This is an optimization exercise on Yosys and OpenROAD, whose aim is a short achievable clock period and few clock cycles per item, not a production implementation.
The RTL of this run was laid out without a check of its function.
Power figures rest on the tool's default switching activity, not on a simulated workload.

File: flow/config.mk
export PLATFORM = sky130hd
export DESIGN_NAME = huff_codegen
export DESIGN_NICKNAME = huff_codegen
export VERILOG_FILES = /design/flow/design.v
export SDC_FILE = /design/flow/constraint.sdc
export NUM_CORES = 4
export LEC_CHECK = 0
export CAP_MARGIN = 20
export CORE_MARGIN = 2
export CORE_UTILIZATION = 40
export SLEW_MARGIN = 20
File: flow/constraint.sdc
create_clock -name core_clock -period 6.0 [get_ports {clk}]
set_input_delay 1.2000 -clock core_clock [delete_from_list [all_inputs] [get_ports {clk}]]
set_output_delay 1.2000 -clock core_clock [all_outputs]
set_load 0.01 [all_outputs]
File: flow/design.v
module huff_codegen (
    input  wire        clk,
    input  wire        rst,
    input  wire        in_valid,
    output wire        in_ready,
    input  wire [15:0] in_freq,
    output reg         out_valid,
    output reg  [4:0]  out_sym,
    output reg  [4:0]  out_len,
    output reg  [30:0] out_code,
    output reg         out_err
);
    localparam NSYM = 32;
    localparam NIQ  = 16;     
    localparam FW   = 21;     
    integer i;
    reg rdy;
    always @(posedge clk) rdy <= rdy | rst;
    assign in_ready = rdy;
    reg        iv;
    reg [15:0] ifq;
    reg [4:0]  ld_cnt;        
    reg [4:0]  in_cnt;        
    always @(posedge clk) begin
        ifq <= in_freq;
        if (rst) begin
            iv     <= 1'b0;
            in_cnt <= 5'd0;
        end else begin
            iv <= in_valid & rdy;
            if (in_valid & rdy) in_cnt <= in_cnt + 5'd1;
        end
        ld_cnt <= in_cnt;
    end
    reg [15:0] sw [0:NSYM-1];
    reg [4:0]  ss [0:NSYM-1];
    reg        sv [0:NSYM-1];
    reg [NSYM-1:0] spres;     
    reg [5:0]  scnt;          
    wire       inz  = (ifq != 16'd0);
    wire       ins  = iv & inz;
    wire       last = iv & (ld_cnt == 5'd31);
    reg [15:0] nw [0:NSYM-1];
    reg [4:0]  ns [0:NSYM-1];
    reg        nv [0:NSYM-1];
    reg [NSYM-1:0] gt;
    reg [NSYM-1:0] npres;
    always @(*) begin
        for (i = 0; i < NSYM; i = i + 1)
            gt[i] = !sv[i] || (sw[i] > ifq);
        for (i = 0; i < NSYM; i = i + 1) begin
            if (ins && gt[i]) begin
                if (i > 0 && gt[i-1]) begin
                    nw[i] = sw[i-1]; ns[i] = ss[i-1]; nv[i] = sv[i-1];
                end else begin
                    nw[i] = ifq; ns[i] = ld_cnt; nv[i] = 1'b1;
                end
            end else begin
                nw[i] = sw[i]; ns[i] = ss[i]; nv[i] = sv[i];
            end
        end
        npres = spres;
        npres[ld_cnt] = inz;
    end
    wire [5:0] ncnt = scnt + {5'd0, ins};
    always @(posedge clk) begin
        for (i = 0; i < NSYM; i = i + 1) begin
            sw[i] <= nw[i];
            ss[i] <= ns[i];
        end
        if (iv) spres <= npres;
        if (rst || last) begin
            for (i = 0; i < NSYM; i = i + 1) sv[i] <= 1'b0;
            scnt <= 6'd0;
        end else begin
            for (i = 0; i < NSYM; i = i + 1) sv[i] <= nv[i];
            scnt <= ncnt;
        end
    end
    reg [15:0] lw [0:NSYM-1];   
    reg [4:0]  ls [0:NSYM-1];
    reg        lv [0:NSYM+1];
    reg [FW-1:0] qw [0:NIQ-1];  
    reg [4:0]    qi [0:NIQ-1];
    reg [NIQ:0]  qv;            
    reg [4:0]  mrem;            
    reg        mact;            
    reg [4:0]  nid;             
    wire [FW-1:0] l0 = {5'd0, lw[0]};
    wire [FW-1:0] l1 = {5'd0, lw[1]};
    wire [FW-1:0] q0 = qw[0];
    wire [FW-1:0] q1 = qw[1];
    wire le_l0q0 = lv[0] && (!qv[0] || l0 <= q0);
    wire le_l1q0 = lv[1] && (!qv[0] || l1 <= q0);
    wire le_l0q1 = lv[0] && (!qv[1] || l0 <= q1);
    wire pick_ll = le_l0q0 && le_l1q0;
    wire pick_lq = le_l0q0 && !le_l1q0;
    wire pick_ql = !le_l0q0 && le_l0q1;
    wire pick_qq = !le_l0q0 && !le_l0q1;
    wire [FW-1:0] s_ll = l0 + l1;
    wire [FW-1:0] s_lq = l0 + q0;
    wire [FW-1:0] s_qq = q0 + q1;
    wire [FW-1:0] msum = pick_ll ? s_ll : pick_qq ? s_qq : s_lq;
    wire [5:0] ida = le_l0q0 ? {1'b0, ls[0]} : {1'b1, qi[0]};
    wire [5:0] idb = pick_ll ? {1'b0, ls[1]} : pick_lq ? {1'b1, qi[0]} :
                     pick_ql ? {1'b0, ls[0]} : {1'b1, qi[1]};
    reg [FW-1:0] nqw [0:NIQ-1];
    reg [4:0]    nqi [0:NIQ-1];
    reg [NIQ-1:0] nqv;
    always @(*) begin
        for (i = 0; i < NIQ; i = i + 1) begin
            if (pick_ll) begin
                nqw[i] = qv[i] ? qw[i] : msum;
                nqi[i] = qv[i] ? qi[i] : nid;
                nqv[i] = qv[i] | (i == 0 ? 1'b1 : qv[i-1]);
            end else if (pick_qq) begin
                nqw[i] = (i + 2 < NIQ && qv[i+2]) ? qw[(i+2)%NIQ] : msum;
                nqi[i] = (i + 2 < NIQ && qv[i+2]) ? qi[(i+2)%NIQ] : nid;
                nqv[i] = qv[i+1];
            end else begin
                nqw[i] = (i + 1 < NIQ && qv[i+1]) ? qw[(i+1)%NIQ] : msum;
                nqi[i] = (i + 1 < NIQ && qv[i+1]) ? qi[(i+1)%NIQ] : nid;
                nqv[i] = qv[i];
            end
        end
    end
    wire [5:0] nleaf = scnt + {5'd0, ins};    
    always @(posedge clk) begin
        if (last) begin
            for (i = 0; i < NSYM; i = i + 1) begin
                lw[i] <= nw[i];
                ls[i] <= ns[i];
                lv[i] <= nv[i];
            end
            qv   <= {(NIQ+1){1'b0}};
            nid  <= 5'd0;
        end else if (mact) begin
            for (i = 0; i < NSYM; i = i + 1) begin
                if (pick_ll) begin
                    lw[i] <= lw[(i+2)%NSYM]; ls[i] <= ls[(i+2)%NSYM]; lv[i] <= lv[i+2];
                end else if (!pick_qq) begin
                    lw[i] <= lw[(i+1)%NSYM]; ls[i] <= ls[(i+1)%NSYM]; lv[i] <= lv[i+1];
                end
            end
            for (i = 0; i < NIQ; i = i + 1) begin
                qw[i] <= nqw[i];
                qi[i] <= nqi[i];
            end
            qv[NIQ-1:0] <= nqv;
            nid <= nid + 5'd1;
        end
        lv[NSYM]   <= 1'b0;
        lv[NSYM+1] <= 1'b0;
        qv[NIQ]    <= 1'b0;
        if (rst) begin
            mact <= 1'b0;
        end else if (last) begin
            mact <= (nleaf >= 6'd2);
            mrem <= nleaf[4:0] - 5'd2;
        end else if (mact) begin
            mrem <= mrem - 5'd1;
            if (mrem == 5'd0) mact <= 1'b0;
        end
    end
    reg       dv;
    reg [5:0] da, db;
    reg [4:0] dn;
    reg       dlast;
    always @(posedge clk) begin
        if (rst) begin
            dv    <= 1'b0;
            dlast <= 1'b0;
        end else begin
            dv    <= mact;
            dlast <= mact && (mrem == 5'd0);
        end
        da <= ida;
        db <= idb;
        dn <= nid;
    end
    reg [5:0]  cg [0:NSYM-1];   
    reg [4:0]  cl [0:NSYM-1];
    reg [30:0] cc [0:NSYM-1];
    reg        cerr;
    reg        cpend;           
    reg [4:0]  ul [0:NSYM-1];   
    reg [30:0] uc [0:NSYM-1];
    reg [5:0]  ug [0:NSYM-1];
    always @(*) begin
        for (i = 0; i < NSYM; i = i + 1) begin
            ul[i] = cl[i];
            uc[i] = cc[i];
            ug[i] = cg[i];
            if (dv && (cg[i] == da || cg[i] == db)) begin
                ul[i] = cl[i] + 5'd1;
                uc[i] = cc[i] | ({30'd0, cg[i] == db} << cl[i]);
                ug[i] = {1'b1, dn};
            end
        end
    end
    reg  fin0;                
    wire fin = dlast | fin0;
    always @(posedge clk) begin
        if (rst) fin0 <= 1'b0;
        else     fin0 <= last && (nleaf < 6'd2);
    end
    reg [4:0]  ol [0:NSYM-1];
    reg [30:0] oc [0:NSYM-1];
    reg        oerr;
    reg [5:0]  ocnt;            
    wire       obusy = (ocnt != 6'd0);
    wire       ready = fin | cpend;
    wire       take  = ready & !obusy;
    always @(posedge clk) begin
        if (last) begin
            for (i = 0; i < NSYM; i = i + 1) begin
                cg[i] <= {1'b0, i[4:0]};
                cl[i] <= {4'd0, npres[i] & (nleaf == 6'd1)};
                cc[i] <= 31'd0;
            end
            cerr <= (nleaf == 6'd0);
        end else begin
            for (i = 0; i < NSYM; i = i + 1) begin
                cg[i] <= ug[i];
                cl[i] <= ul[i];
                cc[i] <= uc[i];
            end
        end
        if (rst) cpend <= 1'b0;
        else     cpend <= ready & obusy;
    end
    always @(posedge clk) begin
        if (take) begin
            for (i = 0; i < NSYM; i = i + 1) begin
                ol[i] <= ul[i];
                oc[i] <= uc[i];
            end
            oerr <= cerr;
        end else begin
            for (i = 0; i < NSYM - 1; i = i + 1) begin
                ol[i] <= ol[i+1];
                oc[i] <= oc[i+1];
            end
        end
        if (rst) begin
            ocnt      <= 6'd0;
            out_valid <= 1'b0;
        end else begin
            out_valid <= take | obusy;
            if (take)       ocnt <= 6'd31;
            else if (obusy) ocnt <= ocnt - 6'd1;
        end
        out_sym  <= take ? 5'd0 : out_sym + 5'd1;
        out_len  <= take ? ul[0] : ol[1];
        out_code <= take ? uc[0] : oc[1];
        out_err  <= take ? cerr : oerr;
    end
endmodule
File: flow/run.sh
#!/bin/bash
# synth_recipe.tcl (not shown) runs the flow's synth.tcl, then flattens the netlist and writes it again
# the make line also repeats each setting of config.mk as NAME=value (left out here)
make -C /OpenROAD-flow-scripts/flow DESIGN_CONFIG=/design/flow/config.mk WORK_HOME=/design/flow/orfs CLKGATE_MAP_FILE= SYNTH_SCRIPT=/design/flow/synth_recipe.tcl finish
==> impl_metrics.env <==
export IMPL_crit_start="lw[0][14]"
export IMPL_globalRouteOverflowTotal=0
export IMPL_grt_pass1_vias=152000
export IMPL_fin_crit_ns=5.79
export IMPL_setup_violations=0
export IMPL_cts_tree="done"
export IMPL_run_status="finished clean"
export IMPL_r2r_setup_slack_ns=0.21
export IMPL_synthXorXnorAreaFrac_pct=2.52
export IMPL_finalPower_w=0.0718
export IMPL_drive_gt1_share_pct=6.57
export IMPL_wl_per_cell_um=22.5
export IMPL_drc=0
export IMPL_gp_congestion=0.882
export IMPL_r2r_start="lw[0][14]"
export IMPL_period_share_pct=96.6
export IMPL_syn_avg_cell_area_um2=9.08
export IMPL_path_depth=21
export IMPL_hold_class="flip-flop to flip-flop"
export IMPL_r2r_cells=21
export IMPL_die_w_um=706
export IMPL_routed_wl_mm=628
export IMPL_synth_top_family_by_area="compound AO/OA/AOI/OAI gates"
export IMPL_synth_cells=21700
export IMPL_cpMostUsedCell="buf_4"
export IMPL_grt_start_max_net_pins=245
export IMPL_max_stage_delay_ns=0.42
export IMPL_fmax_ghz=0.173
export IMPL_fin_skew_ns=0.122
export IMPL_grt_pass1_wl_mm=951
export IMPL_stdcell_count=27900
export IMPL_place_area_um2=204000
export IMPL_io_buffers=62
export IMPL_cp_slowest_cell="edfxtp_1"
export IMPL_synth_simple_area_share_pct=15.6
export IMPL_r2r_end="qw[11][18]"
export IMPL_ys_seq_elements=4448
export IMPL_ir_drop_mv=0.253
export IMPL_synth_edf_count=1195
export IMPL_core_um2=491000
export IMPL_nNetsFinal=21700
export IMPL_drv_slew=0
export IMPL_worstMarginPinSlew_ns=1.12
export IMPL_maxSlewHeadroom_pct=24.6
export IMPL_crit_end="qw[11][18]"
export IMPL_synthAdderAreaFrac_pct=4.08
export IMPL_leakagePower_nw=91.6
export IMPL_antenna_found_initial=33
export IMPL_clock_latency_ns=1.06
export IMPL_power_density_nw_per_um2=326
export IMPL_path_class="flip-flop to flip-flop"
export IMPL_maxCapViolations=0
export IMPL_critPathTopFamily="compound AO/OA/AOI/OAI gates"
export IMPL_synthMuxAreaShare_pct=4.93
export IMPL_async_flop_share_pct=0
export IMPL_ys_types=91
export IMPL_die_y_um=706
export IMPL_h_tree_depth=5
export IMPL_startpoint_type="flip-flop"
export IMPL_cts_sinks=4448
export IMPL_arrival_ns=6.51
export IMPL_synth_ff_type="dfxtp_1"
export IMPL_drt_first_pass_iters=9
export IMPL_rsz0062_at_grt="true"
export IMPL_crit_required_ns=6.71
export IMPL_synth_compound_area_share_pct=17.9
export IMPL_die_area_um2=499000
export IMPL_cts_buffers_inserted=468
export IMPL_postCtsHoldBufs=0
export IMPL_io_pins=63
export IMPL_path_cells="buf_4, ha_1, nand3_1, nor4_1, a21bo_2, o211ai_1, a31oi_4, buf_4, buf_4, o21ai_0, ha_1, nor2_1, a311o_1, o21ai_0, nor2_1, xnor2_2, buf_6, nand2b_2, buf_12, o211ai_1, and3_1"
export IMPL_drtAntennaViolNets=0
export IMPL_start_util_pct=40.2
export IMPL_crit_path_end_kind="flip-flop"
export IMPL_syn_area_um2=197000
export IMPL_setup_tns_ns=0
export IMPL_vias=160000
export IMPL_root_buffer="clkbuf_16"
export IMPL_ys_seq_area_share_pct=51.2
export IMPL_synth_warnings=25
export IMPL_dp_hpwl_mm=413
export IMPL_cts_clk_slew_worst_paths_ns=0.07
export IMPL_rows=257
export IMPL_via_per_inst=5.72
export IMPL_cp_num_buf_inv=5
export IMPL_synth_fp_nets=22400
export IMPL_dp_cells=27000
export IMPL_fin_area_um2=220000
export IMPL_grt_use_total_pct=24.0
export IMPL_synthToLayoutAreaGrowth_pct=11.7
export IMPL_finalHoldViolCount=0
export IMPL_drt_iter0_markers=16300
export IMPL_path_max_fanout=15
export IMPL_cts_buffer_depth=4
## registers in the layout (all words and copies together) (netlist names), 32 cells and up
| signal | flops |
|---|---|
| ls | 160 |
| sw | 512 |
| lw | 512 |
| sv | 32 |
| spres | 32 |
| qw | 336 |
| cc | 992 |
| ol | 155 |
| qi | 80 |
| cg | 192 |
| ss | 160 |
| cl | 160 |
| oc | 961 |
| lv | 32 |
## cell usage after synthesis, types with 31 or more instances
library cell  count  share of area [%]
nand2_1        3321                6.3
o22ai_1          97               0.31
buf_1           103               0.20
ha_1            640                4.1
and2_1          117               0.37
mux2i_1         896                4.5
nor3_1          221               0.56
o21ai_1          31              0.079
clkbuf_1       1247                2.4
mux2_2           60               0.34
a21oi_1        2126                5.4
nor4_1           41               0.13
o21ai_0        1676                4.2
o21a_1          302                1.1
o221ai_1         54               0.24
o211ai_1        129               0.49
xor2_1          247                1.1
nand4_1         165               0.52
edfxtp_1       1195                 18
xnor2_1         319                1.4
nor2_1         2333                4.4
o31ai_1         176               0.67
a211oi_1        134               0.51
a221oi_1        291                1.3
a22o_1           87               0.39
nor2b_1         132               0.42
a21o_1          325                1.2
dfxtp_1        3253                 33
and3_1          295               0.93
nand2b_1         98               0.31
nand3_1         502                1.3
buf_2           248               0.63
inv_1           249               0.47
a31oi_1         225               0.71
## area by class of cell
type	instances	area (um2)
antenna	12	30.0
clock buffer	683	13700
clock inverter	201	2460
fill	47200	270000
inverter	267	1010
multi-input combinational	15400	89400
sequential	4448	101000
tap	6475	8100
timing repair buffer	463	4550
## worst reg2reg max path, stage by stage, from the launching register on
cell and delay (ns):
edfxtp_1 0.42, buf_4 0.19, ha_1 0.30, nand3_1 0.11, nor4_1 0.40, a21bo_2 0.29
o211ai_1 0.32, a31oi_4 0.34, buf_4 0.24, buf_4 0.13, o21ai_0 0.33, ha_1 0.38
nor2_1 0.08, a311o_1 0.37, o21ai_0 0.29, nor2_1 0.13, xnor2_2 0.23, buf_6 0.21
nand2b_2 0.22, buf_12 0.16, o211ai_1 0.08, and3_1 0.24
## per-layer routing
layer / vias to the layer above / global-route usage (%) / routed length [um]
li1: 75300 / - / -
met1: 77800 / 33.2 / 276000
met2: 5543 / 39.3 / 292000
met3: 1088 / 2.84 / 39100
met4: 4 / 7.55 / 20500
met5: - / 0 / 27
## how the worst min path moves through the flow
stage	from	endpoint	slack, ns	cells after the start
2_1_floorplan	nid[4]	dn[4]	0.33	0
3_3_place_gp	in_cnt[4]	ld_cnt[4]	0.35	0
3_5_place_dp	in_cnt[4]	ld_cnt[4]	0.36	0
4_1_cts	in_cnt[4]	ld_cnt[4]	0.37	0
5_1_grt	in_cnt[4]	ld_cnt[4]	0.38	0
6_report	in_cnt[4]	ld_cnt[4]	0.37	0
## where the power goes
part           total (W)  switching [W]  internal, W
Sequential        0.0341        0.00180       0.0323
Clock             0.0304         0.0128       0.0176
Combinational    0.00728        0.00426      0.00302
## layout by cell type, fill, tap and decap left out, types with 100 or more instances in the layout
cell,netlist,final
o211ai_1,129,129
inv_1,249,232
clkinv_2,0,100
a211oi_1,134,133
a21oi_1,2126,2122
nand2_1,3321,3318
dfxtp_1,3253,3197
and2_1,117,116
o21a_1,302,298
clkbuf_16,0,483
nand4_1,165,165
ha_1,640,637
edfxtp_1,1195,1195
xor2_1,247,245
o21ai_0,1676,1675
o31ai_1,176,176
xnor2_1,319,318
a21o_1,325,325
nand3_1,502,501
nor2_1,2333,2326
and3_1,295,295
buf_4,15,327
mux2i_1,896,893
nor3_1,221,219
a221oi_1,291,290
clkbuf_1,1247,110
a31oi_1,225,223
nor2b_1,132,132
## stage by stage
stage          utilization, %  hold WS (ns)  setup WS (ns)
3_5_place_dp             41.6         0.356          0.180
5_1_grt                  44.9         0.380        -0.0228
2_1_floorplan               -         0.329         -0.479
3_3_place_gp             41.6         0.352          0.194
4_1_cts                  44.9         0.368         0.0633
6_report                 44.9         0.368          0.205
## timing repair
item	CTS	global route
resized for setup	0	10
endpoints found under the setup margin	0	49
buffers inserted	0	2
## kinds of logic after synthesis
kind of cell,count (synthesis)
AO/OA/AOI/OAI,5905
flip-flops,4448
XOR/XNOR,567
buffers and inverters,1883
adder cells (fa/ha/maj),642
AND/OR/NAND/NOR,7324
multiplexers,961

==> afterwards: timing with drivers on the ports <==
No port has a modelled driver above. Below, the same layout with a new extraction and two added sets of constraints.
Step 1 sets driving cells, clkbuf_16 on the clock port and buf_2 on the other inputs (assumed; they add their load-dependent delay and slew).
Step 2 adds t to the input delays and takes it off the output delays; t is the mean of the earliest and latest rising clock arrival at the registers after step 1. Input paths then give back, and output paths get back, about the clock's delay inside the block.
Three values: no drivers, after step 1, after step 2; two values: the first two.
shift t [ns]: 1.116
slack for setup (ns): 0.205 / 0.205 / 0.205
worst setup path at the end: register to register
worst register clock-pin slew, ns: 0.07 / 0.07
After both steps this run still meets setup and hold. For this run, drivers alone change the setup slack by 0.000 ns; drivers and shift together by 0.000 ns.
